Source: an optimization exercise on an open RTL-to-GDS flow (aim: small area). Production flows keep margins and buffers that such runs may drop. Function was checked by simulation only, so behaviour that the tests miss may differ from the original. No activity file was given, so power comes from the tool's default toggle rates.

==> design.v <==
module led_channel (
    input  wire        clk,
    input  wire        rst,
    input  wire [15:0] period_ticks,
    input  wire [15:0] one_duty,
    input  wire [15:0] zero_duty,
    input  wire [15:0] reset_periods,
    input  wire        refill,        
    input  wire [23:0] fill,          
    input  wire [23:0] old,           
    input  wire        start,         
    output wire        idle,
    output wire        led_out,
    output wire [23:0] color
);
    localparam PH_IDLE   = 2'd0;
    localparam PH_LEAD   = 2'd1;
    localparam PH_STREAM = 2'd2;
    localparam PH_TRAIL  = 2'd3;
    reg [1:0]  ph;
    reg [23:0] pix;         
    reg        ntag;        
    reg        atag;        
    reg        ev;          
    reg        slot_on;
    reg        hi;
    reg        cb;          
    reg [15:0] tick;
    reg [15:0] cnt;         
    assign idle    = (ph == PH_IDLE);
    assign color   = pix;
    assign led_out = hi;
    wire [15:0] tick_inc = tick + 16'd1;
    wire        slot_end = !slot_on || (tick_inc == period_ticks);
    wire        fetch    = slot_end && (ph != PH_IDLE);
    wire        stream   = (ph == PH_STREAM);
    wire        a_last   = (cnt[4:0] == 5'd0);
    wire [15:0] cnt_dec  = cnt - 16'd1;
    wire        c_one    = (cnt == 16'd1);
    wire [15:0] duty     = cb ? one_duty : zero_duty;
    always @(posedge clk)
        if (refill)
            pix <= fill;
    always @(posedge clk) begin
        if (refill) begin
            ntag <= 1'b0;
            atag <= 1'b0;
        end else begin
            if (ev)
                ntag <= 1'b1;
            if (ev && ph == PH_LEAD)
                atag <= 1'b1;
            else if (fetch && stream && a_last)
                atag <= ntag;
        end
        if (fetch)
            cb <= atag ? pix[cnt[4:0]] : old[cnt[4:0]];
    end
    always @(posedge clk)
        tick <= slot_end ? 16'd0 : tick_inc;
    always @(posedge clk) begin
        if (start || (ev && stream && cnt[15]))
            cnt <= reset_periods;
        else if (ev && ph == PH_LEAD)
            cnt <= {11'd15, 5'd23};
        else if (fetch)
            cnt <= {cnt_dec[15:4], cnt_dec[3] & !(stream && a_last), cnt_dec[2:0]};
    end
    always @(posedge clk) begin
        if (rst) begin
            ph      <= PH_IDLE;
            ev      <= 1'b0;
            slot_on <= 1'b0;
            hi      <= 1'b0;
        end else begin
            slot_on <= !slot_end || (ph != PH_IDLE);
            hi      <= fetch ? stream : (hi && (tick_inc != duty));
            ev      <= fetch && (stream ? a_last : c_one);
            if (start)
                ph <= PH_LEAD;
            else if (ev) begin
                case (ph)
                    PH_LEAD:   ph <= PH_STREAM;
                    PH_STREAM: if (cnt[15]) ph <= PH_TRAIL;
                    default:   ph <= PH_IDLE;
                endcase
            end
        end
    end
endmodule
module led_can_node #(
    parameter NUM_LEDS = 16
) (
    input  wire        clk,
    input  wire        rst,
    input  wire        init,
    input  wire [15:0] cfg_period_ticks,
    input  wire [15:0] cfg_one_duty,
    input  wire [15:0] cfg_zero_duty,
    input  wire [15:0] cfg_reset_periods,
    input  wire [7:0]  cfg_node_id,
    input  wire [31:0] now,
    input  wire        periodic,
    input  wire        rx_valid,
    output wire        rx_ready,
    input  wire        rx_ide,
    input  wire        rx_rtr,
    input  wire [28:0] rx_id,
    input  wire [3:0]  rx_dlc,
    input  wire [63:0] rx_data,
    output wire        tx_valid,
    input  wire        tx_ready,
    output wire [28:0] tx_id,
    output wire [15:0] tx_data,
    input  wire [3:0]  gpio_in,
    output reg  [3:0]  gpio_out,
    output wire [1:0]  led_out,
    output wire        fatal
);
    localparam MODE_DISABLED = 2'd0;
    localparam MODE_SOLID    = 2'd1;
    localparam MODE_RAINBOW  = 2'd2;
    localparam S_IDLE   = 4'd0;
    localparam S_FNONE  = 4'd1;
    localparam S_FREAD  = 4'd2;
    localparam S_FPINS  = 4'd3;
    localparam S_FPIN   = 4'd4;
    localparam S_FRGB0  = 4'd5;
    localparam S_FRGB1  = 4'd6;
    localparam S_PER0   = 4'd7;
    localparam S_PER1   = 4'd8;
    localparam S_W0I    = 4'd9;     
    localparam S_W0P    = 4'd10;    
    localparam S_W1     = 4'd11;    
    localparam S_SEND   = 4'd12;
    reg        inited;
    reg        halted;
    reg [15:0] period_ticks, one_duty, zero_duty, reset_periods;
    reg [7:0]  node_id;
    wire cfg_ok = (cfg_zero_duty != 16'd0) && (cfg_zero_duty < cfg_one_duty) &&
                  (cfg_one_duty < cfg_period_ticks) && (cfg_reset_periods != 16'd0);
    always @(posedge clk) begin
        if (rst) begin
            inited <= 1'b0;
            halted <= 1'b0;
        end else if (init && !inited && !halted) begin
            if (cfg_ok)
                inited <= 1'b1;
            else
                halted <= 1'b1;
        end
    end
    always @(posedge clk) begin
        if (!inited) begin
            period_ticks  <= cfg_period_ticks;
            one_duty      <= cfg_one_duty;
            zero_duty     <= cfg_zero_duty;
            reset_periods <= cfg_reset_periods;
            node_id       <= cfg_node_id;
        end
    end
    assign fatal = halted;
    reg [3:0]  st;
    reg        per_pend;
    reg [7:0]  fd;              
    reg [3:0]  gin;             
    reg [1:0]  mode0, mode1;
    reg        z0, z1;          
    wire [23:0] color0, color1;
    reg [31:0] last0, last1;
    reg        lz0, lz1;        
    wire [1:0] ch_idle;
    assign rx_ready = inited && (st == S_IDLE) && !per_pend;
    assign tx_valid = (st == S_SEND);
    assign tx_id    = {21'd0, fd[7:0]};
    assign tx_data  = {4'd0, gpio_out, 4'd0, gin};
    wire [7:0] r_cmd    = rx_id[15:8];
    wire       r_accept = rx_ide && !rx_rtr && (rx_id[7:0] == node_id);
    reg  [3:0] r_state;
    always @(*) begin
        r_state = S_FNONE;
        if (r_accept) begin
            case (r_cmd)
                8'd0: if (rx_dlc == 4'd1) r_state = S_FREAD;
                8'd1: if (rx_dlc == 4'd1) r_state = S_FPINS;
                8'd2: if (rx_dlc == 4'd2 && rx_data[7:0] >= 8'd1 && rx_data[7:0] <= 8'd4 &&
                          rx_data[15:8] <= 8'd1)
                          r_state = S_FPIN;
                8'd5: if (rx_dlc == 4'd4 && rx_data[7:0] <= 8'd2) r_state = S_FRGB0;
                8'd6: if (rx_dlc == 4'd4 && rx_data[7:0] <= 8'd2) r_state = S_FRGB1;
                default: ;
            endcase
        end
    end
    wire        p_ch       = (st == S_PER1);
    wire [1:0]  p_mode     = p_ch ? mode1 : mode0;
    wire [31:0] p_last     = ({32{p_ch && !lz1}} & last1) | ({32{!p_ch && !lz0}} & last0);
    wire        p_rainbow  = (p_mode == MODE_RAINBOW);
    wire [10:0] p_lo       = {1'b0, now[9:0]} - {1'b0, p_last[9:0]};
    wire [21:0] p_nh       = now[31:10];
    wire [21:0] p_lh       = p_last[31:10];
    wire [21:0] p_ones;                          
    assign p_ones[0] = 1'b1;
    genvar bi;
    generate
        for (bi = 1; bi < 22; bi = bi + 1) begin : g_ones
            assign p_ones[bi] = p_ones[bi-1] & p_lh[bi-1];
        end
    endgenerate
    wire        p_heq0     = (p_nh == p_lh);
    wire        p_heq1     = ((p_nh ^ p_lh) == p_ones);    
    wire        p_hz       = p_lo[10] ? p_heq1 : p_heq0;   
    wire        p_gt100    = !p_hz || (|p_lo[9:7]) ||
                             (p_lo[6] && p_lo[5] && (p_lo[4] || p_lo[3] ||
                              (p_lo[2] && (p_lo[1] || p_lo[0]))));
    wire        p_gt1000   = !p_hz ||
                             ((&p_lo[9:5]) && (p_lo[4] ||
                              (p_lo[3] && (p_lo[2] || p_lo[1] || p_lo[0]))));
    wire        p_refresh  = p_rainbow ? p_gt100 : p_gt1000;
    wire        r0z0 = (color0[15:8] == 8'd0), g0z0 = (color0[23:16] == 8'd0), b0z0 = (color0[7:0] == 8'd0);
    wire        r0z1 = (color1[15:8] == 8'd0), g0z1 = (color1[23:16] == 8'd0), b0z1 = (color1[7:0] == 8'd0);
    wire        p_rz  = p_ch ? r0z1 : r0z0;
    wire        p_gz  = p_ch ? g0z1 : g0z0;
    wire        p_bz  = p_ch ? b0z1 : b0z0;
    wire        p_z   = p_ch ? z1 : z0;
    wire        p_red = p_gz && p_bz;                
    wire        p_hold = p_red && !p_z;
    wire        p_c1  = p_bz && !p_rz;               
    wire        p_c2  = p_rz && !p_gz;               
    wire        p_c3  = !p_c1 && !p_c2;              
    wire [7:0]  p_x   = p_ch ? (p_c1 ? color1[15:8] : p_c2 ? color1[23:16] : color1[7:0])
                             : (p_c1 ? color0[15:8] : p_c2 ? color0[23:16] : color0[7:0]);
    wire [7:0]  p_y   = p_x - 8'd3;
    wire        f_rgb   = (st == S_FRGB0) || (st == S_FRGB1);
    wire [1:0]  f_mode  = fd[1:0];
    wire        set_rgb = f_rgb && f_mode == 2'd1;
    wire        set_red = (f_rgb && f_mode == 2'd2) || (!f_rgb && p_rainbow && p_hold);
    wire        stp     = !f_rgb && p_rainbow && !p_hold;
    wire [23:0] fill;
    assign fill[15:8]  = ({8{set_rgb}} & old[15:8]) | {8{set_red}} |
                         ({8{stp && p_c1}} & p_y) | ({8{stp && p_c3}} & ~p_y);
    assign fill[23:16] = ({8{set_rgb}} & old[23:16]) |
                         ({8{stp && p_c2}} & p_y) | ({8{stp && p_c1}} & ~p_y);
    assign fill[7:0]   = ({8{set_rgb}} & old[7:0]) |
                         ({8{stp && p_c3}} & p_y) | ({8{stp && p_c2}} & ~p_y);
    wire refill0 = (st == S_FRGB0) || (st == S_PER0 && p_refresh && p_mode != MODE_SOLID);
    wire refill1 = (st == S_FRGB1) || (st == S_PER1 && p_refresh && p_mode != MODE_SOLID);
    wire start0 = (st == S_W0I || st == S_W0P) && ch_idle[0];
    wire start1 = (st == S_W1) && ch_idle[1];
    reg [23:0] old;
    always @(posedge clk)
        if (refill0 || refill1)
            old <= refill1 ? color1 : color0;
        else if (st == S_IDLE)
            old <= {rx_data[23:16], rx_data[15:8], rx_data[31:24]};
    always @(posedge clk) begin
        if (st == S_IDLE)
            fd[7:0] <= rx_data[7:0];
        if (st != S_SEND)
            gin <= gpio_in;
    end
    always @(posedge clk) begin
        if (rst) begin
            st       <= S_IDLE;
            per_pend <= 1'b0;
            gpio_out <= 4'd0;
            mode0    <= MODE_DISABLED;
            mode1    <= MODE_DISABLED;
            lz0      <= 1'b1;
            lz1      <= 1'b1;
        end else begin
            case (st)
                S_IDLE: begin
                    if (per_pend) begin
                        per_pend <= 1'b0;
                        st       <= S_PER0;
                    end else if (rx_valid && rx_ready) begin
                        st <= r_state;
                    end
                end
                S_FNONE: st <= S_IDLE;
                S_FREAD: st <= S_SEND;
                S_FPINS: begin
                    gpio_out <= fd[3:0];
                    st       <= S_IDLE;
                end
                S_FPIN: begin
                    gpio_out[fd[1:0] - 2'd1] <= old[8];
                    st <= S_IDLE;
                end
                S_FRGB0: begin
                    mode0 <= f_mode;
                    st    <= S_W0I;
                end
                S_FRGB1: begin
                    mode1 <= f_mode;
                    st    <= S_W1;
                end
                S_PER0: begin
                    if (p_refresh) begin
                        lz0   <= 1'b0;
                        st    <= S_W0P;
                    end else begin
                        st <= S_PER1;
                    end
                end
                S_PER1: begin
                    if (p_refresh) begin
                        lz1   <= 1'b0;
                        st    <= S_W1;
                    end else begin
                        st <= S_IDLE;
                    end
                end
                S_W0I: if (ch_idle[0]) st <= S_IDLE;
                S_W0P: if (ch_idle[0]) st <= S_PER1;
                S_W1:  if (ch_idle[1]) st <= S_IDLE;
                S_SEND: if (tx_ready) st <= S_IDLE;
                default: st <= S_IDLE;
            endcase
            if (periodic && inited)
                per_pend <= 1'b1;
        end
    end
    always @(posedge clk) begin
        if (st == S_PER0 && p_refresh)
            last0 <= now;
        if (st == S_PER1 && p_refresh)
            last1 <= now;
    end
    always @(posedge clk) begin
        if (st == S_FRGB0)
            z0 <= 1'b1;
        else if (st == S_PER0 && p_refresh && p_rainbow)
            z0 <= p_red && !p_z;
        if (st == S_FRGB1)
            z1 <= 1'b1;
        else if (st == S_PER1 && p_refresh && p_rainbow)
            z1 <= p_red && !p_z;
    end
    led_channel u_ch0 (
        .clk           (clk),
        .rst           (rst),
        .period_ticks  (period_ticks),
        .one_duty      (one_duty),
        .zero_duty     (zero_duty),
        .reset_periods (reset_periods),
        .refill        (refill0),
        .fill          (fill),
        .old           (old),
        .start         (start0),
        .idle          (ch_idle[0]),
        .led_out       (led_out[0]),
        .color         (color0)
    );
    led_channel u_ch1 (
        .clk           (clk),
        .rst           (rst),
        .period_ticks  (period_ticks),
        .one_duty      (one_duty),
        .zero_duty     (zero_duty),
        .reset_periods (reset_periods),
        .refill        (refill1),
        .fill          (fill),
        .old           (old),
        .start         (start1),
        .idle          (ch_idle[1]),
        .led_out       (led_out[1]),
        .color         (color1)
    );
endmodule
==> flow/run.sh <==
#!/bin/bash
# The standard layout, with the smallest buffer cell on the ports.
set -euo pipefail
export BUFFER_PORTS_ARGS="-buffer_cell sky130_fd_sc_hd__buf_1"
bash standard.sh > standard.log 2>&1
==> standard.sh <==
#!/bin/bash
# synth_recipe.tcl (not shown) runs the flow's synth.tcl, then flattens the netlist and writes it again
# the make line also repeats each setting of config.mk as NAME=value (left out here)
make -C /OpenROAD-flow-scripts/flow DESIGN_CONFIG=/design/flow/config.mk WORK_HOME=/design/flow/orfs CLKGATE_MAP_FILE= SYNTH_SCRIPT=/design/flow/synth_recipe.tcl "${@:-finish}"
==> config.mk <==
export PLATFORM = sky130hd
export DESIGN_NAME = led_can_node
export DESIGN_NICKNAME = led_can_node
export VERILOG_FILES = /design/flow/design.v
export SDC_FILE = /design/flow/constraint.sdc
export NUM_CORES = 4
export LEC_CHECK = 0
export CAP_MARGIN = 20
export CORE_MARGIN = 2
export CORE_UTILIZATION = 40
export CTS_BUF_LIST = sky130_fd_sc_hd__clkbuf_16
export CTS_CLUSTER_DIAMETER = 150
export CTS_CLUSTER_SIZE = 24
export SLEW_MARGIN = 20
==> constraint.sdc <==
create_clock -name core_clock -period 10.0 [get_ports {clk}]
set_input_delay 2.0000 -clock core_clock [delete_from_list [all_inputs] [get_ports {clk}]]
set_output_delay 2.0000 -clock core_clock [all_outputs]
set_load 0.01 [all_outputs]
==> impl_metrics.py, run 1 <==
metrics = {
    "synthesis": {
        "synth_seq_cells": 319,
        "avgSynthCellArea_um2": 11.45,
        "synth_area_um2": 18480,
        "synth_ff_type": "edfxtp_1",
        "ys_seq_area_share_pct": 48.30,
        "async_reset_ff_share_pct": 0,
        "yosysWarnings": 2,
        "synth-edff-count": 254,
        "synthCells": 1615,
        "yosysUniqueCellTypes": 98,
    },
    "setup_path": {
        "worstPathArrival_ns": 6.82,
        "cp_num_cells": 16,
        "reg2reg_depth": 16,
        "path_delay_family": "simple AND/OR/NAND/NOR gates",
        "cp_common_cell": "nor2b_1",
        "critical_path_class": "reg2reg",
        "cp-start-kind": "register",
        "crit_fanout": 51,
        "endpoint": "old[20]",
        "path_buf_inv": 1,
        "critPathMaxStageDelay_ns": 0.74,
        "startpoint": "st[3]",
        "end_kind": "register",
        "required_ns": 10.16,
        "reg2reg_slack_ns": 3.34,
        "worstReg2RegEnd": "old[20]",
        "crit_slowest_cell": "nor2b_1",
        "path_cells": "nor2b_1 > and2_1 > a22oi_1 > ha_1 > nor2b_1 > o31a_1 > o21a_1 > o41a_1 > or4_1 > nand3_1 > a41oi_1 > a211oi_1 > a21oi_4 > o31ai_4 > buf_4 > or3_2",
        "r2r-start": "st[3]",
    },
    "finish": {
        "multi_input_area_um2": 8885,
        "area_growth_pct": 8.800,
        "drive_gt1_share_pct": 7.123,
        "final_cell_count_no_fill": 2386,
        "regArea_um2": 8929,
        "final_cell_area_um2": 20110,
        "fin_nets": 2046,
        "fill_cells": 4252,
    },
    "route": {
        "drt_iter0_markers": 1116,
        "first_pass_iters": 5,
        "via_count": 13478,
        "wire_per_inst_um": 20.71,
        "final_antenna_net_count": 0,
        "via_per_inst": 5.649,
        "drc_errors": 0,
        "wirelength_mm": 49.41,
    },
    "floorplanning": {
        "io_pins": 267,
        "core_area_um2": 45480,
        "die_width_um": 219.0,
        "die-height_um": 219.0,
        "dieArea_um2": 47950,
        "num_rows": 78,
        "initial_core_util_pct": 40.64,
    },
    "clocking": {
        "cts_root_buf": "clkbuf_16",
        "numCtsBuffers": 17,
        "cts-resized-gates": 0,
        "clk_pin_slew_worst_paths_ns": 0.10,
        "clock_path_buffers": 3,
        "cts_tree": "done",
        "cts_setup_buffers": 0,
        "cts.sinks": 319,
        "holdBufCountCts": 0,
        "clk_latency_ns": 0.53,
        "h-tree-depth": 1,
    },
    "placed_design": {
        "placed_cell_area_um2": 19610,
        "place_congestion": 0.9280,
        "place_inst": 2354,
        "dp_hpwl_mm": 37.11,
        "port-buffer-count": 192,
    },
    "min_path": {
        "hold_class": "reg2reg",
        "hp-start": "u_ch1.hi",
    },
    "timing": {
        "finalSetupViolCount": 0,
        "rsz0062_at_grt": "no",
        "hold_slack_ns": 0.4728,
        "tns_ns": 0,
        "worstMarginPinSlew_ns": 1.071,
        "finalCritPeriodShare_pct": 66.62,
        "slew_viol_final": 0,
        "max_freq_ghz": 0.1501,
        "hold_viol": 0,
        "slew_headroom_pct": 28.61,
        "fin_crit_ns": 6.662,
        "skew_ns": 0.02165,
    },
    "global_routing": {
        "grt_pass1_wl_mm": 75.56,
        "grt_antenna_before_repair": 4,
        "grt_usage_pct": 20.31,
        "grt_pass1_vias": 13202,
        "overflow": 0,
        "grt_max_degree": 75,
    },
    "power_and_ir_drop": {
        "power.total_mw": 3.328,
        "power.leakage_nw": 7.068,
        "powerDensity_nw_per_um2": 165.5,
        "ir_worst_vdd_mv": 0.1556,
    },
    "outcome": {
        "outcome": "complete, no violations",
    },
    "run": {
        "maxCapViolCount": 0,
    },
}
state kept, by name, indices dropped and copies added (netlist names), 24 cells and up:
name	count
old	24
last0	32
last1	32
u_ch0.pix	24
u_ch1.pix	24
report_power, final:
part,leakage [nW],switching (mW),internal [mW]
combinational,3.85,0.446,0.317
sequential,2.94,0.159,1.65
clock,0.278,0.432,0.318
layout make-up:
cell class / count / share of cell area, %
Clock buffer: 17 / 2.115
Timing Repair Buffer: 202 / 3.963
Clock inverter: 12 / 0.3049
Multi-Input combinational cell: 1165 / 44.18
Sequential cell: 319 / 44.40
Tap cell: 600 / 3.733
Inverter: 68 / 1.269
Antenna cell: 3 / 0.03733
synthesized netlist by cell type, types with 18 or more instances:
| master | count | area [um2] |
|---|---|---|
| nor4_1 | 35 | 219.0 |
| mux2i_1 | 57 | 570.6 |
| nand4_1 | 32 | 200.2 |
| mux2_2 | 20 | 225.2 |
| mux2_1 | 22 | 247.7 |
| inv_1 | 67 | 251.5 |
| ha_1 | 59 | 738.2 |
| a21oi_1 | 44 | 220.2 |
| dfxtp_1 | 65 | 1301 |
| buf_4 | 37 | 277.8 |
| xor2_1 | 84 | 735.7 |
| clkbuf_1 | 37 | 138.9 |
| nor2b_1 | 18 | 112.6 |
| nand3_1 | 53 | 265.3 |
| edfxtp_1 | 254 | 7627 |
| nor2_1 | 121 | 454.2 |
| mux4_2 | 30 | 675.7 |
| nor3_1 | 35 | 175.2 |
| xnor2_1 | 81 | 709.4 |
| a21o_1 | 24 | 180.2 |
| nand2_1 | 96 | 360.4 |
| a22oi_1 | 22 | 165.2 |
| o21ai_0 | 44 | 220.2 |
logic make-up after synthesis:
logic type                 count (synthesis)  share of synthesized area, %
buffers and inverters                    159                         4.278
muxes                                    146                         10.68
xor gates and xnor gates                 167                         7.994
and+or+nand+nor                          493                         13.91
DFF                                      319                         48.30
AOI/OAI and AO/OA                        270                         10.71
other                                      1                       0.02029
adders and majority gates                 60                         4.102
worst min-delay path by stage:
stage	end	depth (start not counted)
final	u_ch1.hi	2
after floorplan	mode1[0]	2
after CTS	mode1[0]	2
after detailed placement	mode1[0]	2
after global placement	u_ch0.ntag	2
after global routing	u_ch0.ntag	2
layout by cell type (no fill, tap or decap), types with 53 or more instances in the layout:
cell type / synthesis / layout
buf_1: 5 / 191
dfxtp_1: 65 / 65
edfxtp_1: 254 / 254
ha_1: 59 / 59
inv_1: 67 / 77
mux2i_1: 57 / 57
nand2_1: 96 / 96
nand3_1: 53 / 53
nor2_1: 121 / 120
xnor2_1: 81 / 81
xor2_1: 84 / 84
routing by layer:
layer	track usage (%)	up-vias	wire [um]
met3	3.992	64	3338
met5	0	-	0
met2	32.50	471	22680
li1	-	6330	-
met1	28.17	6613	22180
met4	5.360	0	1201
worst min-delay path, delay by kind of cell (launching register included):
kind,cells,cell delay [ns]
compound gates,1,0.06
flops,1,0.32
simple gates,1,0.06
metrics by stage:
step | util [%] | worst slack (ns)
final | 44.22 | 3.338
after global routing | 44.22 | 2.973
after CTS | 44.19 | 3.374
after detailed placement | 43.12 | 3.073
after global placement | 43.12 | 2.762
after floorplan | - | 2.916
==> run 2: changes to the inputs <==
--- a/design.v
+++ b/design.v
@@ -9,3 +9,4 @@
     input  wire [23:0] fill,          
-    input  wire [23:0] old,           
+    input  wire        old_bit,       
+    output wire [4:0]  idx,           
     input  wire        start,         
@@ -31,2 +32,3 @@
     assign color   = pix;
+    assign idx     = cnt[4:0];
     assign led_out = hi;
@@ -56,3 +58,3 @@
         if (fetch)
-            cb <= atag ? pix[cnt[4:0]] : old[cnt[4:0]];
+            cb <= atag ? pix[cnt[4:0]] : old_bit;
     end
@@ -139,4 +141,15 @@
     reg [7:0]  node_id;
-    wire cfg_ok = (cfg_zero_duty != 16'd0) && (cfg_zero_duty < cfg_one_duty) &&
-                  (cfg_one_duty < cfg_period_ticks) && (cfg_reset_periods != 16'd0);
+    wire [16:0] zlo, olp;
+    assign zlo[0] = 1'b0;
+    assign olp[0] = 1'b0;
+    genvar ci;
+    generate
+        for (ci = 0; ci < 16; ci = ci + 1) begin : g_cmp
+            assign zlo[ci+1] = (!cfg_zero_duty[ci] && cfg_one_duty[ci]) ||
+                               ((!cfg_zero_duty[ci] || cfg_one_duty[ci]) && zlo[ci]);
+            assign olp[ci+1] = (!cfg_one_duty[ci] && cfg_period_ticks[ci]) ||
+                               ((!cfg_one_duty[ci] || cfg_period_ticks[ci]) && olp[ci]);
+        end
+    endgenerate
+    wire cfg_ok = (cfg_zero_duty != 16'd0) && zlo[16] && olp[16] && (cfg_reset_periods != 16'd0);
     always @(posedge clk) begin
@@ -165,3 +178,2 @@
     reg [7:0]  fd;              
-    reg [3:0]  gin;             
     reg [1:0]  mode0, mode1;
@@ -172,2 +184,5 @@
     wire [1:0] ch_idle;
+    reg [23:0] old;             
+    reg        oc;
+    wire [4:0] idx0, idx1;
     assign rx_ready = inited && (st == S_IDLE) && !per_pend;
@@ -175,3 +190,3 @@
     assign tx_id    = {21'd0, fd[7:0]};
-    assign tx_data  = {4'd0, gpio_out, 4'd0, gin};
+    assign tx_data  = {4'd0, gpio_out, 4'd0, old[11:8]};
     wire [7:0] r_cmd    = rx_id[15:8];
@@ -249,8 +264,12 @@
     wire start1 = (st == S_W1) && ch_idle[1];
-    reg [23:0] old;
+    wire       old_bit = old[oc ? idx1 : idx0];
     always @(posedge clk)
-        if (refill0 || refill1)
+        if (refill0 || refill1) begin
             old <= refill1 ? color1 : color0;
-        else if (st == S_IDLE)
+            oc  <= refill1;
+        end else if (st == S_IDLE) begin
             old <= {rx_data[23:16], rx_data[15:8], rx_data[31:24]};
+        end else if (st == S_FREAD) begin
+            old[11:8] <= gpio_in;       
+        end
     always @(posedge clk) begin
@@ -258,4 +277,2 @@
             fd[7:0] <= rx_data[7:0];
-        if (st != S_SEND)
-            gin <= gpio_in;
     end
@@ -349,3 +366,4 @@
         .fill          (fill),
-        .old           (old),
+        .old_bit       (old_bit),
+        .idx           (idx0),
         .start         (start0),
@@ -364,3 +382,4 @@
         .fill          (fill),
-        .old           (old),
+        .old_bit       (old_bit),
+        .idx           (idx1),
         .start         (start1),
==> flow/run.sh (replaced) <==
#!/bin/bash
# The standard layout, with the smallest buffer cell on the ports and a
# clock tree of large buffers without dummy loads.
set -euo pipefail
export BUFFER_PORTS_ARGS="-buffer_cell sky130_fd_sc_hd__buf_1"
export CTS_ARGS="-sink_clustering_enable -repair_clock_nets -buf_list sky130_fd_sc_hd__clkbuf_16 -sink_clustering_size 30 -sink_clustering_max_diameter 80 -dont_use_dummy_load"
bash standard.sh > standard.log 2>&1
--- a/config.mk
+++ b/config.mk
@@ -9,6 +9,4 @@
 export CORE_MARGIN = 2
-export CORE_UTILIZATION = 40
-export CTS_BUF_LIST = sky130_fd_sc_hd__clkbuf_16
-export CTS_CLUSTER_DIAMETER = 150
-export CTS_CLUSTER_SIZE = 24
+export CORE_UTILIZATION = 55
+export PLACE_DENSITY = 0.75
 export SLEW_MARGIN = 20
==> run 2 against run 1 <==
Net effect:
- via count hardly changed
- sequential cell count is 3 lower
- critical endpoint is now old[7]
- clock power hardly changed
- core utilization is 16 points higher
- sequential share of layout area is 1.2 points higher
- critical path depth is 4 higher
- synthesized cell count is 0.87% higher
- first-iteration DRC count is 6.5% higher
==> impl_metrics.py, run 2 <==
metrics = {
    "outcome": {
        "outcome": "complete, no violations",
    },
    "synthesis": {
        "synth_area_leader_cell": "edfxtp_1",
        "synth_ff_type": "edfxtp_1",
        "synth-edff-count": 251,
        "synth_seq_cells": 316,
        "avgSynthCellArea_um2": 11.02,
        "synthTopCellsByCount": "edfxtp_1, nor2_1, nand2_1, mux2i_1, xnor2_1",
        "async_reset_ff_share_pct": 0,
        "synth.most_common_cell": "edfxtp_1",
        "yosysUniqueCellTypes": 94,
        "synth_area_um2": 17960,
        "ys_seq_area_share_pct": 49.21,
        "netlist_top_cells_area": "edfxtp_1, dfxtp_1, mux2i_1",
        "synthCells": 1629,
        "netlist.area_leader.share_pct": 41.97,
        "yosysWarnings": 2,
    },
    "route": {
        "via_count": 13465,
        "wirelength_mm": 44.37,
        "first_pass_iters": 5,
        "via_per_inst": 6.044,
        "final_antenna_net_count": 0,
        "drt_iter0_markers": 1189,
        "wire_per_inst_um": 19.91,
        "drc_errors": 0,
    },
    "floorplanning": {
        "die_width_um": 184.7,
        "die-height_um": 184.7,
        "io_pins": 267,
        "initial_core_util_pct": 55.48,
        "num_rows": 66,
        "dieArea_um2": 34120,
        "core_area_um2": 32370,
    },
    "finish": {
        "area_growth_pct": 7.956,
        "drive_gt1_share_pct": 5.602,
        "fin_nets": 2030,
        "mostFrequentLayoutCells": "edfxtp_1, buf_1, nor2_1, nand2_1, mux2i_1",
        "layout_commonest_cell": "edfxtp_1",
        "final_core_util_pct": 59.89,
        "reg_top3": "last0: 32 flops, last1: 32 flops",
    },
    "clocking": {
        "cts.sinks": 316,
        "h-tree-depth": 1,
        "holdBufCountCts": 0,
        "cts-resized-gates": 0,
        "clock_path_buffers": 3,
        "cts_root_buf": "clkbuf_16",
        "numCtsBuffers": 19,
        "clk_latency_ns": 0.55,
        "clk_pin_slew_worst_paths_ns": 0.09,
        "cts_tree": "done",
        "cts_setup_buffers": 0,
    },
    "setup_path": {
        "endpoint": "old[7]",
        "cp_common_cell": "buf_4",
        "startpoint": "st[0]",
        "crit_fanout": 45,
        "reg2reg_slack_ns": 3.16,
        "worstReg2RegEnd": "old[7]",
        "crit_slowest_cell": "or4b_1",
        "r2r-start": "st[0]",
        "worstPathArrival_ns": 6.87,
        "required_ns": 10.03,
        "cp-start-kind": "register",
        "end_kind": "register",
        "reg2reg_depth": 20,
        "critical_path_class": "reg2reg",
        "path_cells": "or4b_1 > buf_4 > nor2_8 > a22o_1 > ha_1 > inv_1 > fa_1 > a21o_1 > a21oi_1 > o211ai_1 > a41oi_1 > nand3_1 > a2bb2oi_1 > nor4_2 > o2111ai_2 > a21o_2 > a31oi_4 > buf_4 > and2b_4 > nand2_1",
        "critPathMaxStageDelay_ns": 0.59,
    },
    "run": {
        "maxCapViolCount": 0,
    },
    "global_routing": {
        "grt_max_degree": 74,
        "overflow": 0,
        "grt_antenna_before_repair": 0,
        "grt_usage_pct": 25.56,
        "grt_pass1_wl_mm": 68.66,
        "grt_pass1_vias": 12929,
    },
    "power_and_ir_drop": {
        "power.leakage_nw": 6.755,
        "ir_worst_vdd_mv": 0.1530,
        "powerDensity_nw_per_um2": 181.1,
    },
    "placed_design": {
        "port-buffer-count": 192,
        "place_congestion": 0.9111,
        "dp_hpwl_mm": 33.05,
    },
    "timing": {
        "fin_crit_ns": 6.836,
        "worstMarginPinSlew_ns": 1.140,
        "finalCritPeriodShare_pct": 68.36,
        "max_freq_ghz": 0.1463,
        "skew_ns": 0.07028,
        "slew_viol_final": 0,
        "tns_ns": 0,
        "slew_headroom_pct": 23.31,
        "rsz0062_at_grt": "no",
        "hold_viol": 0,
        "finalSetupViolCount": 0,
    },
    "min_path": {
        "hold_class": "reg2reg",
    },
}
run 2: cell types whose count changed after synthesis, moves of 13 or more:
| cell | delta |
|---|---|
| nand3_1 | -13 |
| nand2b_1 | +13 |
| nor2b_1 | +13 |
| a21o_1 | -19 |
| mux2i_1 | +42 |
| mux2_4 | -16 |
| a21oi_1 | +25 |
| ha_1 | -30 |
| nor2_1 | +31 |
| mux2_1 | -22 |
run 2: layer usage:
metal / wire (um) / global-route usage (%)
met3: 2993 / 3.359
met2: 21570 / 43.58
met4: 1279 / 7.841
met5: 0 / 0
met1: 18530 / 34.06
run 2: where the power goes:
part / leakage, nW / internal, mW / switching [mW]
Clock: 0.234 / 0.339 / 0.410
Combinational: 3.56 / 0.320 / 0.560
Sequential: 2.96 / 1.69 / 0.191
run 2: layout make-up:
cell class	instances	area (um2)
antenna	1	2.502
clock buffer	19	475.5
fill	2712	12980
inverter	58	217.7
multi-input combinational	1189	8498
sequential	316	8838
tap	442	553.0
timing repair buffer	203	803.3
run 2: worst max-delay path: cells and delay by family (launching register included):
family / cells / cell delay [ns]
AOI/OAI and AO/OA: 9 / 2.09
adders and majority gates: 2 / 0.58
buffers and inverters: 3 / 0.78
DFF: 1 / 0.52
and+or+nand+nor: 6 / 2.32
run 2: cells by family after synthesis:
group / after synthesis / synth area share [%]
multiplexers: 131 / 8.799
XOR/XNOR: 169 / 8.367
AO/OA/AOI/OAI: 280 / 11.05
buffers and inverters: 152 / 4.243
adder cells (fa/ha/maj): 36 / 2.466
AND/OR/NAND/NOR: 544 / 15.84
flip-flops: 316 / 49.21
other: 1 / 0.02088
run 2: how the worst min path moves through the flow:
stage	start	end	slack [ns]	cells after the start
2_1_floorplan	u_ch0.ntag	u_ch0.ntag	0.43	2
3_3_place_gp	u_ch0.ntag	u_ch0.ntag	0.44	2
3_5_place_dp	u_ch0.ntag	u_ch0.ntag	0.45	2
4_1_cts	u_ch0.ntag	u_ch0.ntag	0.47	2
5_1_grt	u_ch1.ntag	u_ch1.ntag	0.49	2
6_report	u_ch0.ntag	u_ch0.ntag	0.47	2
run 2: through the flow:
stage	cell area [um2]	instances	hold slack, ns	setup slack [ns]	power [mW]
after floorplan	18060	1657	0.4342	3.260	2.472
after global placement	18900	2208	0.4428	3.149	2.738
after detailed placement	18900	2208	0.4544	3.107	2.771
after CTS	19370	2227	0.4716	3.173	3.509
after global routing	19390	2227	0.4899	2.649	3.654
final	19390	2228	0.4705	3.164	3.510
==> run 3: changes to the inputs <==
==> flow/run.sh (replaced) <==
#!/bin/bash
# The standard layout, with the smallest buffer cell on the ports and a
# clock tree without dummy loads.
set -euo pipefail
export BUFFER_PORTS_ARGS="-buffer_cell sky130_fd_sc_hd__buf_1"
export CTS_ARGS="-sink_clustering_enable -repair_clock_nets -buf_list {sky130_fd_sc_hd__clkbuf_8} -sink_clustering_size 16 -sink_clustering_max_diameter 100 -dont_use_dummy_load"
bash standard.sh > standard.log 2>&1
--- a/config.mk
+++ b/config.mk
@@ -9,4 +9,3 @@
 export CORE_MARGIN = 2
-export CORE_UTILIZATION = 55
-export PLACE_DENSITY = 0.75
+export CORE_UTILIZATION = 40
 export SLEW_MARGIN = 20
==> run 3 against run 2 <==
Net effect:
- sequential cell count did not move
- core utilization fell by 16 points
- sequential power barely moved
- global-route usage fell by 5.7 points
- synthesized cell count did not move
- wire length rose by 6.8%
- largest power group unchanged
- highest routed layer unchanged
==> impl_metrics.py, run 3 <==
metrics = {
    "setup_path": {
        "end_kind": "register",
        "path_delay_family": "simple AND/OR/NAND/NOR gates",
        "required_ns": 10.12,
        "crit_fanout": 45,
        "path_cells": "or4b_1 > nor2_8 > a22o_1 > ha_1 > inv_1 > fa_1 > a21o_1 > a21oi_1 > o211ai_1 > a41oi_1 > nand3_1 > a2bb2oi_1 > nor4_2 > o2111ai_2 > a21o_2 > a31oi_4 > buf_4 > and2b_4 > nand2_1",
        "critical_path_class": "reg2reg",
        "cp-start-kind": "register",
        "critPathMaxStageDelay_ns": 0.64,
        "worstPathArrival_ns": 6.68,
        "path_buf_inv": 2,
        "crit_slowest_cell": "dfxtp_1",
    },
    "timing": {
        "skew_ns": 0.04307,
        "worstMarginPinSlew_ns": 1.045,
        "hold_viol": 0,
        "finalCritPeriodShare_pct": 65.53,
        "max_freq_ghz": 0.1526,
        "fin_crit_ns": 6.553,
        "rsz0062_at_grt": "no",
        "slew_headroom_pct": 29.72,
        "slew_viol_final": 0,
        "finalSetupViolCount": 0,
        "tns_ns": 0,
    },
    "finish": {
        "layout_commonest_cell": "edfxtp_1",
        "area_growth_pct": 8.130,
        "final_core_util_pct": 43.92,
        "final_cell_count_no_fill": 2384,
        "drive_gt1_share_pct": 5.863,
        "mostFrequentLayoutCells": "edfxtp_1, buf_1, nor2_1, nand2_1, mux2i_1",
        "fin_nets": 2036,
        "reg_top3": "last0: 32 flops, last1: 32 flops",
    },
    "route": {
        "via_per_inst": 5.604,
        "first_pass_iters": 6,
        "drt_iter0_markers": 1091,
        "final_antenna_net_count": 0,
        "wirelength_mm": 47.39,
        "drc_errors": 0,
        "via_count": 13359,
        "wire_per_inst_um": 19.88,
    },
    "synthesis": {
        "synth_area_um2": 17960,
        "ys_seq_area_share_pct": 49.21,
        "avgSynthCellArea_um2": 11.02,
        "synth-edff-count": 251,
        "yosysUniqueCellTypes": 94,
        "yosysWarnings": 2,
        "netlist.area_leader.share_pct": 41.97,
        "async_reset_ff_share_pct": 0,
        "synth_seq_cells": 316,
        "synthCells": 1629,
        "synth_ff_type": "edfxtp_1",
        "synthTopCellsByCount": "edfxtp_1, nor2_1, nand2_1, mux2i_1, xnor2_1",
        "synth.most_common_cell": "edfxtp_1",
        "synth_area_leader_cell": "edfxtp_1",
        "netlist_top_cells_area": "edfxtp_1, dfxtp_1, mux2i_1",
    },
    "clocking": {
        "cts-resized-gates": 0,
        "clk_latency_ns": 0.61,
        "cts.sinks": 316,
        "h-tree-depth": 1,
        "clock_path_buffers": 3,
        "cts_tree": "done",
        "cts_setup_buffers": 0,
        "clk_pin_slew_worst_paths_ns": 0.10,
        "cts_root_buf": "clkbuf_8",
        "holdBufCountCts": 0,
        "numCtsBuffers": 23,
    },
    "placed_design": {
        "place_congestion": 0.8749,
        "port-buffer-count": 192,
        "dp_hpwl_mm": 35.23,
        "place_inst": 2360,
    },
    "run": {
        "maxCapViolCount": 0,
    },
    "global_routing": {
        "grt_antenna_before_repair": 1,
        "grt_pass1_wl_mm": 72.55,
        "grt_usage_pct": 19.81,
        "overflow": 0,
        "grt_pass1_vias": 12946,
        "grt_max_degree": 74,
    },
    "power_and_ir_drop": {
        "power.total_mw": 3.381,
        "powerDensity_nw_per_um2": 174.1,
        "power.leakage_nw": 6.702,
        "ir_worst_vdd_mv": 0.1399,
    },
    "floorplanning": {
        "dieArea_um2": 46610,
        "initial_core_util_pct": 40.61,
        "io_pins": 267,
        "die-height_um": 215.9,
        "num_rows": 77,
        "core_area_um2": 44220,
        "die_width_um": 215.9,
    },
    "min_path": {
        "hold_class": "reg2reg",
    },
    "outcome": {
        "outcome": "complete, no violations",
    },
}
[run 3: cell types whose count changed in the layout (fill, tap and decap cells not counted)]
cell	change
buf_1	-1
mux2i_1	+2
nor3_2	+1
mux2i_2	-2
clkbuf_16	-19
clkbuf_2	+1
nor3_4	-1
clkbuf_8	+23
buf_4	+2
[run 3: kinds of logic after synthesis]
family                   count (synthesis)  share of synthesized area, %
adder cells (fa/ha/maj)                 36                         2.466
flip-flops                             316                         49.21
other                                    1                       0.02088
multiplexers                           131                         8.799
AO/OA/AOI/OAI                          280                         11.05
buffers and inverters                  152                         4.243
AND/OR/NAND/NOR                        544                         15.84
XOR/XNOR                               169                         8.367
[run 3: layout make-up]
| type | instances | area (um2) |
|---|---|---|
| fill | 4255 | 24800 |
| multi-input combinational | 1189 | 8484 |
| timing repair buffer | 205 | 819.5 |
| sequential | 316 | 8838 |
| tap | 592 | 740.7 |
| inverter | 58 | 217.7 |
| antenna | 1 | 2.502 |
| clock buffer | 23 | 316.6 |
[run 3: routing by layer]
layer,wire (um),GRT usage (%)
met1,21420,27.36
met2,21910,32.27
met3,2671,3.101
met4,1388,5.662
met5,0,0
[run 3: worst reg2reg max path, stage by stage (launching register included)]
cell       delay (ns)
dfxtp_1          0.64
or4b_1           0.60
nor2_8           0.42
a22o_1           0.23
ha_1             0.15
inv_1            0.05
fa_1             0.39
a21o_1           0.17
a21oi_1          0.28
o211ai_1         0.17
a41oi_1          0.46
nand3_1          0.13
a2bb2oi_1        0.16
nor4_2           0.31
o2111ai_2        0.17
a21o_2           0.30
a31oi_4          0.16
buf_4            0.42
and2b_4          0.27
nand2_1          0.57
[run 3: worst paths after layout]
| kind | start | end | slack [ns] | depth (start not counted) |
|---|---|---|---|---|
| max | st[3] | old[12] | 3.45 | 19 |
| min | u_ch0.ntag | u_ch0.ntag | 0.48 | 2 |
| max reg2reg | st[3] | old[12] | 3.45 | 19 |
| min reg2reg | u_ch0.ntag | u_ch0.ntag | 0.48 | 2 |
[run 3: through the flow]
| step | instance area, um2 | setup WS (ns) | hold slack, ns |
|---|---|---|---|
| final | 19420 | 3.447 | 0.4775 |
| after detailed placement | 19100 | 3.128 | 0.4574 |
| after floorplan | 18060 | 3.260 | 0.4342 |
| after global placement | 19100 | 3.171 | 0.4460 |
| after CTS | 19420 | 3.370 | 0.4837 |
| after global routing | 19420 | 3.045 | 0.5088 |
[run 3: power by group]
group          internal [mW]  total [mW]  switching (mW)
Combinational          0.321       0.881           0.560
Sequential              1.69        1.88           0.191
Clock                  0.207       0.620           0.413
==> run 4: changes to the inputs <==
==> flow/run.sh (replaced) <==
#!/bin/bash
# The standard layout, with the smallest buffer cell on the ports and a
# clock tree without dummy loads.
set -euo pipefail
export BUFFER_PORTS_ARGS="-buffer_cell sky130_fd_sc_hd__buf_1"
export CTS_ARGS="-sink_clustering_enable -repair_clock_nets -buf_list {sky130_fd_sc_hd__clkbuf_4 sky130_fd_sc_hd__clkbuf_8 sky130_fd_sc_hd__clkbuf_16} -sink_clustering_size 24 -sink_clustering_max_diameter 150 -dont_use_dummy_load"
bash standard.sh > standard.log 2>&1
==> run 4 against run 3 <==
Net effect:
- clock power up 16%
- first-iteration DRC count fell by 15%
- critical path type unchanged
- core utilization up 0.25 points
- worst setup slack improved by 0.047 ns
- total power rose by 2.8%
- sequential power about the same
- clock-buffer cell count shrank 6
==> impl_metrics.py, run 4 <==
metrics = {
    "outcome": {
        "outcome": "complete, no violations",
    },
    "setup_path": {
        "end_kind": "register",
        "path_cells": "or4b_1 > nor2_8 > a22o_1 > ha_1 > inv_1 > fa_1 > a21o_1 > a21oi_1 > o211ai_1 > a41oi_1 > nand3_1 > a2bb2oi_1 > nor4_2 > o2111ai_2 > a21o_2 > a31oi_4 > buf_4 > and2b_4 > nand2_1",
        "crit_fanout": 45,
        "crit_slowest_cell": "dfxtp_1",
        "reg2reg_slack_ns": 3.49,
        "worstPathArrival_ns": 6.56,
        "critical_path_class": "reg2reg",
        "cp-start-kind": "register",
        "required_ns": 10.05,
        "worstReg2RegEnd": "old[12]",
        "reg2reg_depth": 19,
        "critPathMaxStageDelay_ns": 0.64,
        "r2r-start": "st[3]",
    },
    "placed_design": {
        "dp_hpwl_mm": 35.23,
        "port-buffer-count": 192,
        "place_congestion": 0.8749,
    },
    "timing": {
        "finalCritPeriodShare_pct": 65.07,
        "max_freq_ghz": 0.1537,
        "fin_crit_ns": 6.507,
        "rsz0062_at_grt": "no",
        "hold_viol": 0,
        "tns_ns": 0,
        "worstMarginPinSlew_ns": 1.074,
        "slew_viol_final": 0,
        "finalSetupViolCount": 0,
        "skew_ns": 0.08082,
        "slew_headroom_pct": 27.79,
    },
    "global_routing": {
        "grt_pass1_wl_mm": 72.35,
        "grt_pass1_vias": 12924,
        "grt_antenna_before_repair": 1,
        "overflow": 0,
        "grt_usage_pct": 19.73,
        "grt_max_degree": 74,
    },
    "finish": {
        "area_growth_pct": 8.736,
        "drive_gt1_share_pct": 5.546,
        "mostFrequentLayoutCells": "edfxtp_1, buf_1, nor2_1, nand2_1, mux2i_1",
        "fin_nets": 2030,
        "layout_commonest_cell": "edfxtp_1",
        "final_core_util_pct": 44.16,
        "reg_top3": "last0: 32 flops, last1: 32 flops",
    },
    "clocking": {
        "cts_tree": "done",
        "clk_pin_slew_worst_paths_ns": 0.10,
        "h-tree-depth": 1,
        "numCtsBuffers": 17,
        "holdBufCountCts": 0,
        "cts.sinks": 316,
        "cts_root_buf": "clkbuf_16",
        "cts_setup_buffers": 0,
        "cts-resized-gates": 0,
        "clock_path_buffers": 3,
        "clk_latency_ns": 0.54,
    },
    "route": {
        "drt_iter0_markers": 927,
        "wire_per_inst_um": 19.86,
        "drc_errors": 0,
        "via_per_inst": 5.602,
        "wirelength_mm": 47.23,
        "final_antenna_net_count": 0,
        "via_count": 13321,
        "first_pass_iters": 8,
    },
    "power_and_ir_drop": {
        "switchingPower_mw": 1.159,
        "ir_worst_vdd_mv": 0.1142,
        "powerDensity_nw_per_um2": 178.0,
        "power_frac_comb_pct": 25.2,
        "clockPowerShare_pct": 20.7,
        "switching_share_pct": 33.35,
        "power_frac_seq_pct": 54.1,
        "power.leakage_nw": 6.746,
        "intPower_mw": 2.317,
    },
    "synthesis": {
        "synth_area_um2": 17960,
        "synthCells": 1629,
        "netlist.area_leader.share_pct": 41.97,
        "synth-edff-count": 251,
        "synth_area_leader_cell": "edfxtp_1",
        "netlist_top_cells_area": "edfxtp_1, dfxtp_1, mux2i_1",
        "async_reset_ff_share_pct": 0,
        "yosysWarnings": 2,
        "synthTopCellsByCount": "edfxtp_1, nor2_1, nand2_1, mux2i_1, xnor2_1",
        "synth.most_common_cell": "edfxtp_1",
        "ys_seq_area_share_pct": 49.21,
        "synth_seq_cells": 316,
        "synth_ff_type": "edfxtp_1",
        "yosysUniqueCellTypes": 94,
        "avgSynthCellArea_um2": 11.02,
    },
    "min_path": {
        "worstHoldEndpoint": "u_ch0.ntag",
        "holdPathStages": 2,
        "hp-start": "u_ch0.ntag",
        "hold_class": "reg2reg",
    },
    "floorplanning": {
        "dieArea_um2": 46610,
        "die_width_um": 215.9,
        "die-height_um": 215.9,
        "io_pins": 267,
        "num_rows": 77,
        "core_area_um2": 44220,
        "initial_core_util_pct": 40.61,
    },
    "run": {
        "maxCapViolCount": 0,
    },
}
-- run 4: kinds of logic (layout without fill, tap and decap cells) --
kind of cell	count (synthesis)	after routing	synth area share (%)
other	1	30	0.02088
adders and majority gates	36	36	2.466
xor gates and xnor gates	169	169	8.367
DFF	316	316	49.21
muxes	131	131	8.799
and+or+nand+nor	544	544	15.84
AOI/OAI and AO/OA	280	280	11.05
buffers and inverters	152	280	4.243
-- run 4: through the flow --
step	hold WS (ns)	power, mW	setup slack [ns]	cell area [um2]	cells
after detailed placement	0.4574	2.782	3.128	19100	2360
after global placement	0.4460	2.762	3.171	19100	2360
after CTS	0.4813	3.512	3.394	19530	2377
after global routing	0.5059	3.655	3.076	19530	2378
final	0.4761	3.476	3.493	19530	2378
after floorplan	0.4342	2.472	3.260	18060	1657
-- run 4: worst max path at each step --
stage | cells past startpoint | from | slack (ns) | end
3_3_place_gp | 18 | now[0] | 3.17 | old[5]
5_1_grt | 19 | st[3] | 3.08 | old[14]
6_report | 19 | st[3] | 3.49 | old[12]
3_5_place_dp | 18 | now[0] | 3.13 | old[5]
4_1_cts | 19 | st[0] | 3.39 | old[12]
2_1_floorplan | 16 | now[0] | 3.26 | z0
-- run 4: layout make-up --
type	instances	area (um2)
Tap cell	592	740.7
Sequential cell	316	8838
Inverter	58	217.7
Multi-Input combinational cell	1189	8484
Timing Repair Buffer	205	819.5
Clock buffer	17	425.4
Antenna cell	1	2.502
Fill cell	4248	24690
-- run 4: metal layers --
layer	share of wire, %	up-vias	global-route usage, %
met4	2.5	0	5.753
met3	5.9	78	2.678
li1	-	6307	-
met1	45	6483	27.25
met2	47	453	32.41
met5	0	-	0
-- run 4: power groups by stage --
stage                     combinational [mW]  sequential, mW  clock, mW
after global routing                   0.964            1.90      0.787
final                                  0.876            1.88      0.720
after detailed placement               0.877            1.91          0
after CTS                              0.881            1.88      0.754
after global placement                 0.865            1.90          0
after floorplan                        0.668            1.80          0
-- run 4: worst max-delay path, delay by kind of cell, from the launching register on --
family | cells | cell delay, ns
AO/OA/AOI/OAI | 9 | 2.06
adder cells (fa/ha/maj) | 2 | 0.54
buffers and inverters | 2 | 0.47
flip-flops | 1 | 0.64
AND/OR/NAND/NOR | 6 | 2.26
==> run 5: changes to the inputs <==
==> flow/run.sh (replaced) <==
#!/bin/bash
# The standard layout, with the smallest buffer cell on the ports and a
# clock tree of large buffers without dummy loads.
set -euo pipefail
export BUFFER_PORTS_ARGS="-buffer_cell sky130_fd_sc_hd__buf_1"
export CTS_ARGS="-sink_clustering_enable -repair_clock_nets -buf_list sky130_fd_sc_hd__clkbuf_16 -sink_clustering_size 24 -sink_clustering_max_diameter 150 -dont_use_dummy_load"
bash standard.sh > standard.log 2>&1
==> run 5 against run 4 <==
Net effect:
- wire length unchanged
- synthesized area unchanged
- cell area is the same
- synthesized cell count unchanged
- global-route usage unchanged
- critical endpoint unchanged
- highest routed layer unchanged
==> impl_metrics.py, run 5 <==
metrics = {
    "finish": {
        "fin_nets": 2030,
        "drive_gt1_share_pct": 5.546,
        "final_core_util_pct": 44.16,
        "layout_commonest_cell": "edfxtp_1",
        "reg_top3": "last0: 32 flops, last1: 32 flops",
        "mostFrequentLayoutCells": "edfxtp_1, buf_1, nor2_1, nand2_1, mux2i_1",
        "area_growth_pct": 8.736,
        "fill_cells": 4248,
        "final_cell_area_um2": 19530,
    },
    "placed_design": {
        "place_congestion": 0.8749,
        "dp_hpwl_mm": 35.23,
        "placed_cell_area_um2": 19100,
        "port-buffer-count": 192,
    },
    "timing": {
        "rsz0062_at_grt": "no",
        "hold_viol": 0,
        "finalSetupViolCount": 0,
        "max_freq_ghz": 0.1537,
        "slew_viol_final": 0,
        "fin_crit_ns": 6.507,
        "finalCritPeriodShare_pct": 65.07,
        "slew_headroom_pct": 27.79,
        "worstMarginPinSlew_ns": 1.074,
        "tns_ns": 0,
        "skew_ns": 0.08082,
    },
    "clocking": {
        "cts_tree": "done",
        "h-tree-depth": 1,
        "cts_root_buf": "clkbuf_16",
        "clock_path_buffers": 3,
        "holdBufCountCts": 0,
        "clk_pin_slew_worst_paths_ns": 0.10,
        "cts_setup_buffers": 0,
        "cts-resized-gates": 0,
        "cts.sinks": 316,
        "numCtsBuffers": 17,
        "clk_latency_ns": 0.54,
    },
    "run": {
        "maxCapViolCount": 0,
    },
    "setup_path": {
        "crit_fanout": 45,
        "end_kind": "register",
        "r2r-start": "st[3]",
        "path_buf_inv": 2,
        "worstReg2RegEnd": "old[12]",
        "crit_slowest_cell": "dfxtp_1",
        "worstPathArrival_ns": 6.56,
        "critPathMaxStageDelay_ns": 0.64,
        "path_cells": "or4b_1 > nor2_8 > a22o_1 > ha_1 > inv_1 > fa_1 > a21o_1 > a21oi_1 > o211ai_1 > a41oi_1 > nand3_1 > a2bb2oi_1 > nor4_2 > o2111ai_2 > a21o_2 > a31oi_4 > buf_4 > and2b_4 > nand2_1",
        "cp-start-kind": "register",
        "reg2reg_depth": 19,
        "critical_path_class": "reg2reg",
        "required_ns": 10.05,
        "path_delay_family": "simple AND/OR/NAND/NOR gates",
        "reg2reg_slack_ns": 3.49,
    },
    "synthesis": {
        "synth_seq_cells": 316,
        "yosysUniqueCellTypes": 94,
        "netlist.area_leader.share_pct": 41.97,
        "ys_seq_area_share_pct": 49.21,
        "synth_ff_type": "edfxtp_1",
        "synthTopCellsByCount": "edfxtp_1, nor2_1, nand2_1, mux2i_1, xnor2_1",
        "netlist_top_cells_area": "edfxtp_1, dfxtp_1, mux2i_1",
        "synth-edff-count": 251,
        "avgSynthCellArea_um2": 11.02,
        "async_reset_ff_share_pct": 0,
        "synth_area_leader_cell": "edfxtp_1",
        "synthCells": 1629,
        "yosysWarnings": 2,
        "synth_area_um2": 17960,
        "synth.most_common_cell": "edfxtp_1",
    },
    "route": {
        "via_count": 13321,
        "via_per_inst": 5.602,
        "first_pass_iters": 8,
        "drt_iter0_markers": 927,
        "wirelength_mm": 47.23,
        "final_antenna_net_count": 0,
        "drc_errors": 0,
        "wire_per_inst_um": 19.86,
    },
    "global_routing": {
        "grt_antenna_before_repair": 1,
        "grt_pass1_wl_mm": 72.35,
        "overflow": 0,
        "grt_pass1_vias": 12924,
        "grt_usage_pct": 19.73,
        "grt_max_degree": 74,
    },
    "floorplanning": {
        "core_area_um2": 44220,
        "io_pins": 267,
        "die_width_um": 215.9,
        "initial_core_util_pct": 40.61,
        "die-height_um": 215.9,
        "dieArea_um2": 46610,
        "num_rows": 77,
    },
    "power_and_ir_drop": {
        "power.total_mw": 3.476,
        "ir_worst_vdd_mv": 0.1142,
        "power.leakage_nw": 6.746,
        "powerDensity_nw_per_um2": 178.0,
    },
    "min_path": {
        "worstHoldEndpoint": "u_ch0.ntag",
        "hold_class": "reg2reg",
        "hp-start": "u_ch0.ntag",
        "holdPathStages": 2,
    },
    "outcome": {
        "outcome": "complete, no violations",
    },
}
==> run 5: per-stage QoR <==
| stage | cells | hold slack (ns) | setup slack [ns] |
|---|---|---|---|
| final | 2378 | 0.4761 | 3.493 |
| after CTS | 2377 | 0.4813 | 3.394 |
| after global routing | 2378 | 0.5059 | 3.076 |
| after detailed placement | 2360 | 0.4574 | 3.128 |
| after global placement | 2360 | 0.4460 | 3.171 |
| after floorplan | 1657 | 0.4342 | 3.260 |
==> run 5: area by class of cell <==
cell class | count | area [um2] | area share (%)
Sequential cell | 316 | 8838 | 45.26
Multi-Input combinational cell | 1189 | 8484 | 43.45
Timing Repair Buffer | 205 | 819.5 | 4.197
Tap cell | 592 | 740.7 | 3.793
Clock buffer | 17 | 425.4 | 2.178
Inverter | 58 | 217.7 | 1.115
Antenna cell | 1 | 2.502 | 0.01281
==> run 5: worst max-delay path by stage <==
| stage | to | cells past startpoint | slack (ns) | start |
|---|---|---|---|---|
| detailed placement | old[5] | 18 | 3.13 | now[0] |
| CTS | old[12] | 19 | 3.39 | st[0] |
| global placement | old[5] | 18 | 3.17 | now[0] |
| floorplan | z0 | 16 | 3.26 | now[0] |
| finish | old[12] | 19 | 3.49 | st[3] |
| global route | old[14] | 19 | 3.08 | st[3] |
==> run 5: logic make-up (layout without fill, tap and decap cells) <==
family | after synthesis | in the layout | share of synthesized area, %
simple gates | 544 | 544 | 15.84
flops | 316 | 316 | 49.21
compound gates | 280 | 280 | 11.05
xor+xnor | 169 | 169 | 8.367
buf+inv | 152 | 280 | 4.243
mux | 131 | 131 | 8.799
fa+ha+maj | 36 | 36 | 2.466
other cells | 1 | 30 | 0.02088
==> run 5: worst reg2reg max path, cell delays in order (launching register included) <==
cell and delay, ns:
dfxtp_1 0.64, or4b_1 0.60, nor2_8 0.41, a22o_1 0.23
ha_1 0.15, inv_1 0.05, fa_1 0.39, a21o_1 0.17
a21oi_1 0.28, o211ai_1 0.17, a41oi_1 0.46, nand3_1 0.13
a2bb2oi_1 0.16, nor4_2 0.31, o2111ai_2 0.17, a21o_2 0.30
a31oi_4 0.16, buf_4 0.42, and2b_4 0.27, nand2_1 0.56
==> run 5: metal layers <==
layer  routed length (um)  global-route usage (%)  vias up
li1                     -                       -     6307
met1                21230                   27.25     6483
met2                22060                   32.41      453
met3                 2767                   2.678       78
met4                 1178                   5.753        0
met5                    0                       0        -
==> run 5: where the power goes <==
group	internal (mW)	switching, mW
Combinational	0.321	0.555
Sequential	1.69	0.190
Clock	0.306	0.414
Total	2.32	1.16
==> run 6: changes to the inputs <==
--- a/design.v
+++ b/design.v
@@ -234,7 +234,5 @@
     wire        p_refresh  = p_rainbow ? p_gt100 : p_gt1000;
-    wire        r0z0 = (color0[15:8] == 8'd0), g0z0 = (color0[23:16] == 8'd0), b0z0 = (color0[7:0] == 8'd0);
-    wire        r0z1 = (color1[15:8] == 8'd0), g0z1 = (color1[23:16] == 8'd0), b0z1 = (color1[7:0] == 8'd0);
-    wire        p_rz  = p_ch ? r0z1 : r0z0;
-    wire        p_gz  = p_ch ? g0z1 : g0z0;
-    wire        p_bz  = p_ch ? b0z1 : b0z0;
+    wire        p_rz  = (old[15:8] == 8'd0);
+    wire        p_gz  = (old[23:16] == 8'd0);
+    wire        p_bz  = (old[7:0] == 8'd0);
     wire        p_z   = p_ch ? z1 : z0;
@@ -245,4 +243,3 @@
     wire        p_c3  = !p_c1 && !p_c2;              
-    wire [7:0]  p_x   = p_ch ? (p_c1 ? color1[15:8] : p_c2 ? color1[23:16] : color1[7:0])
-                             : (p_c1 ? color0[15:8] : p_c2 ? color0[23:16] : color0[7:0]);
+    wire [7:0]  p_x   = p_c1 ? old[15:8] : p_c2 ? old[23:16] : old[7:0];
     wire [7:0]  p_y   = p_x - 8'd3;
@@ -265,6 +262,11 @@
     wire       old_bit = old[oc ? idx1 : idx0];
+    wire       pre_per = (st == S_IDLE && per_pend) || (st == S_PER0 && !p_refresh) ||
+                         (st == S_W0P && ch_idle[0]);
+    wire       old_ch1 = (st == S_FRGB1) || (st == S_PER0) || (st == S_W0P);
     always @(posedge clk)
-        if (refill0 || refill1) begin
-            old <= refill1 ? color1 : color0;
-            oc  <= refill1;
+        if (refill0 || refill1)
+            oc <= refill1;
+    always @(posedge clk)
+        if (f_rgb || pre_per) begin
+            old <= old_ch1 ? color1 : color0;
         end else if (st == S_IDLE) begin
==> flow/run.sh (replaced) <==
#!/bin/bash
# The standard layout, with the smallest buffer cell on the ports and a
# clock tree of mid-size buffers without dummy loads.
set -euo pipefail
export BUFFER_PORTS_ARGS="-buffer_cell sky130_fd_sc_hd__buf_1"
export CTS_ARGS="-sink_clustering_enable -repair_clock_nets -buf_list {sky130_fd_sc_hd__clkbuf_8} -sink_clustering_size 14 -sink_clustering_max_diameter 100 -dont_use_dummy_load"

bash standard.sh > standard.log 2>&1
==> run 6 against run 5 <==
Net effect:
- still clean
- total power shrank 32%
- cell area decreased by 0.55%
- clock power fell by about 10%
- die area decreased by 0.47%
- global-route usage increased by 0.080 points
- hold slack worse by 0.0047 ns
- clock skew down 0.0091 ns
- sequential power shrank 21%
- sequential cell count stayed put
- combinational power decreased by 75%
- synthesized cell count is 2.5% lower
- via count down 3.3%
- critical path type unchanged
- critical endpoint unchanged
==> impl_metrics.py, run 6 <==
metrics = {
    "clocking": {
        "cts_tree": "done",
        "cts.sinks": 316,
        "numCtsBuffers": 26,
        "cts_root_buf": "clkbuf_8",
        "clk_pin_slew_worst_paths_ns": 0.10,
        "clk_latency_ns": 0.64,
        "clock_path_buffers": 3,
        "h-tree-depth": 1,
        "cts-resized-gates": 0,
        "cts_setup_buffers": 0,
        "holdBufCountCts": 0,
    },
    "setup_path": {
        "required_ns": 10.24,
        "crit_fanout": 26,
        "critical_path_class": "reg2reg",
        "worstPathArrival_ns": 7.06,
        "end_kind": "register",
        "cp-start-kind": "register",
    },
    "timing": {
        "hold_viol": 0,
        "slew_headroom_pct": 33.59,
        "worstMarginPinSlew_ns": 0.9877,
        "finalCritPeriodShare_pct": 68.20,
        "max_freq_ghz": 0.1466,
        "hold_slack_ns": 0.4714,
        "skew_ns": 0.07168,
        "finalSetupViolCount": 0,
        "fin_crit_ns": 6.820,
        "rsz0062_at_grt": "no",
        "tns_ns": 0,
        "slew_viol_final": 0,
    },
    "finish": {
        "fin_nets": 2006,
        "mostFrequentLayoutCells": "edfxtp_1, buf_1, nor2_1, nand2_1",
        "final_cell_area_um2": 19420,
        "drive_gt1_share_pct": 7.496,
        "fill_cells": 4271,
        "final_cell_count_no_fill": 2353,
        "diodes": 0,
        "reg_top3": "last0: 32 flops, last1: 32 flops",
        "layout_commonest_cell": "edfxtp_1",
        "area_growth_pct": 8.659,
    },
    "route": {
        "drc_errors": 0,
        "wire_per_inst_um": 19.96,
        "wirelength_mm": 46.96,
        "first_pass_iters": 6,
        "via_per_inst": 5.475,
        "final_antenna_net_count": 0,
        "drt_iter0_markers": 785,
        "via_count": 12883,
    },
    "global_routing": {
        "grt_pass1_vias": 12818,
        "grt_usage_pct": 19.81,
        "overflow": 0,
        "grt_max_degree": 75,
        "grt_antenna_before_repair": 1,
        "grt_pass1_wl_mm": 72.74,
    },
    "synthesis": {
        "synth_seq_cells": 316,
        "yosysWarnings": 2,
        "synthCells": 1588,
        "netlist.area_leader.share_pct": 42.17,
        "avgSynthCellArea_um2": 11.26,
        "netlist_top_cells_area": "edfxtp_1, dfxtp_1, mux2i_1",
        "synth-edff-count": 251,
        "synth_area_um2": 17870,
        "synth.most_common_cell": "edfxtp_1",
        "async_reset_ff_share_pct": 0,
        "ys_seq_area_share_pct": 49.45,
        "synth_area_leader_cell": "edfxtp_1",
        "synth_ff_type": "edfxtp_1",
        "synthTopCellsByCount": "edfxtp_1, nor2_1, nand2_1, mux2i_1, xnor2_1",
        "yosysUniqueCellTypes": 86,
    },
    "floorplanning": {
        "die_width_um": 215.4,
        "initial_core_util_pct": 40.51,
        "num_rows": 77,
        "io_pins": 267,
        "core_area_um2": 44120,
        "dieArea_um2": 46390,
        "die-height_um": 215.4,
    },
    "placed_design": {
        "port-buffer-count": 192,
        "place_congestion": 0.9457,
        "place_inst": 2327,
        "dp_hpwl_mm": 35.32,
        "placed_cell_area_um2": 19060,
    },
    "run": {
        "maxCapViolCount": 0,
    },
    "power_and_ir_drop": {
        "ir_worst_vdd_mv": 0.1152,
        "power.leakage_nw": 6.726,
        "power.total_mw": 2.362,
        "powerDensity_nw_per_um2": 121.6,
    },
    "min_path": {
        "hold_class": "reg2reg",
    },
    "outcome": {
        "outcome": "complete, no violations",
    },
}
## run 6: cell types whose count changed after synthesis, moves of 7 or more
cell,previous run,this run
a21oi_1,69,47
mux2_2,11,31
mux2_4,1,14
mux2i_1,99,86
nand2b_1,27,34
nor2_1,152,129
nor2b_1,31,18
o211ai_1,4,11
or3_1,2,9
## run 6: path summary, 6_finish.rpt
| kind | startpoint | end | slack [ns] | cells after the start |
|---|---|---|---|---|
| max | st[0] | old[12] | 3.18 | 18 |
| min | u_ch0.hi | u_ch0.hi | 0.47 | 2 |
| max reg2reg | st[0] | old[12] | 3.18 | 18 |
| min reg2reg | u_ch0.hi | u_ch0.hi | 0.47 | 2 |
## run 6: kinds of logic (layout without fill, tap and decap cells)
kind of cell	count (synthesis)	count (layout)	synth area share (%)
buf+inv	145	290	4.095
simple gates	510	510	14.71
xor+xnor	163	163	8.064
fa+ha+maj	37	37	2.534
mux	155	155	10.79
compound gates	261	261	10.33
flops	316	316	49.45
other cells	1	29	0.02098
## run 6: area by class of cell
class	count	area, um2	area share, %
Sequential cell	316	8838	45.51
Multi-Input combinational cell	1155	8439	43.45
Timing Repair Buffer	206	827.0	4.258
Inverter	58	217.7	1.121
Clock buffer	26	357.8	1.843
Tap cell	592	740.7	3.814
## run 6: critical path, stage by stage, from the launching register on
cell	delay (ns)
dfxtp_1	0.51
or4b_1	0.58
buf_4	0.27
nor2_2	0.38
buf_4	0.33
a22oi_1	0.10
ha_1	0.37
and2_1	0.20
o21ai_0	0.23
a31o_2	0.25
o211ai_1	0.09
a2111oi_0	0.39
o2111ai_1	0.15
or4_1	0.44
o41ai_2	0.69
nand2_2	0.19
o21a_1	0.22
buf_4	0.25
nand2_1	0.71
## run 6: per-stage QoR
step           util [%]  setup slack [ns]
2_1_floorplan         -             3.319
3_3_place_gp      43.20             3.231
3_5_place_dp      43.20             3.155
4_1_cts           44.01             3.200
5_1_grt           44.01             2.705
6_report          44.01             3.180
## run 6: metal layers
layer  track usage (%)  wire, um
met5                 0         8
met4             5.517      1213
met3             2.777      2116
met2             34.10     23020
met1             26.11     20600
## run 6: power by group
part	switching, mW	internal [mW]
clock network	0.415	0.232
logic	0.132	0.0886
registers	0.0374	1.46

## what the ideal ports hide
The results above use ideal ports. As a check the final layouts listed here were re-extracted and re-timed, cells and wires unchanged.
Step 1 (the two cells are an assumption about what drives the block):
set clk [get_ports {clk}]
set_driving_cell -lib_cell sky130_fd_sc_hd__clkbuf_16 $clk
set_driving_cell -lib_cell sky130_fd_sc_hd__buf_2 [delete_from_list [all_inputs] $clk]
Step 2 times the ports against the registers' clock, not the clock port: input delays grow and output delays shrink by t, the midpoint of the rising clock arrivals with the driver on.
a / b / c = ideal / step 1 / step 2; a / b = the first two.
run	t, ns	setup slack, ns	worst hold slack (ns)	clock arrival spread, ns	pins driven straight from the clock port
run 1	0.572	3.338 / 3.338 / 3.037	0.473 / 0.473 / 0.473	0.022 / 0.022	1
run 2	0.567	3.164 / 3.164 / 3.092	0.471 / 0.471 / 0.471	0.077 / 0.077	1
run 3	0.643	3.447 / 3.447 / 3.166	0.478 / 0.478 / 0.478	0.051 / 0.051	1
run 4	0.555	3.493 / 3.493 / 3.217	0.476 / 0.476 / 0.476	0.082 / 0.082	1
run 5	0.555	3.493 / 3.493 / 3.217	0.476 / 0.476 / 0.476	0.082 / 0.082	1
run 6	0.656	3.180 / 3.180 / 3.121	0.471 / 0.471 / 0.471	0.072 / 0.072	1
After both steps every run listed still meets setup and hold. The setup slack of run 1, which loses most, moves by 0.000 ns with the drivers and by -0.301 ns with both steps.
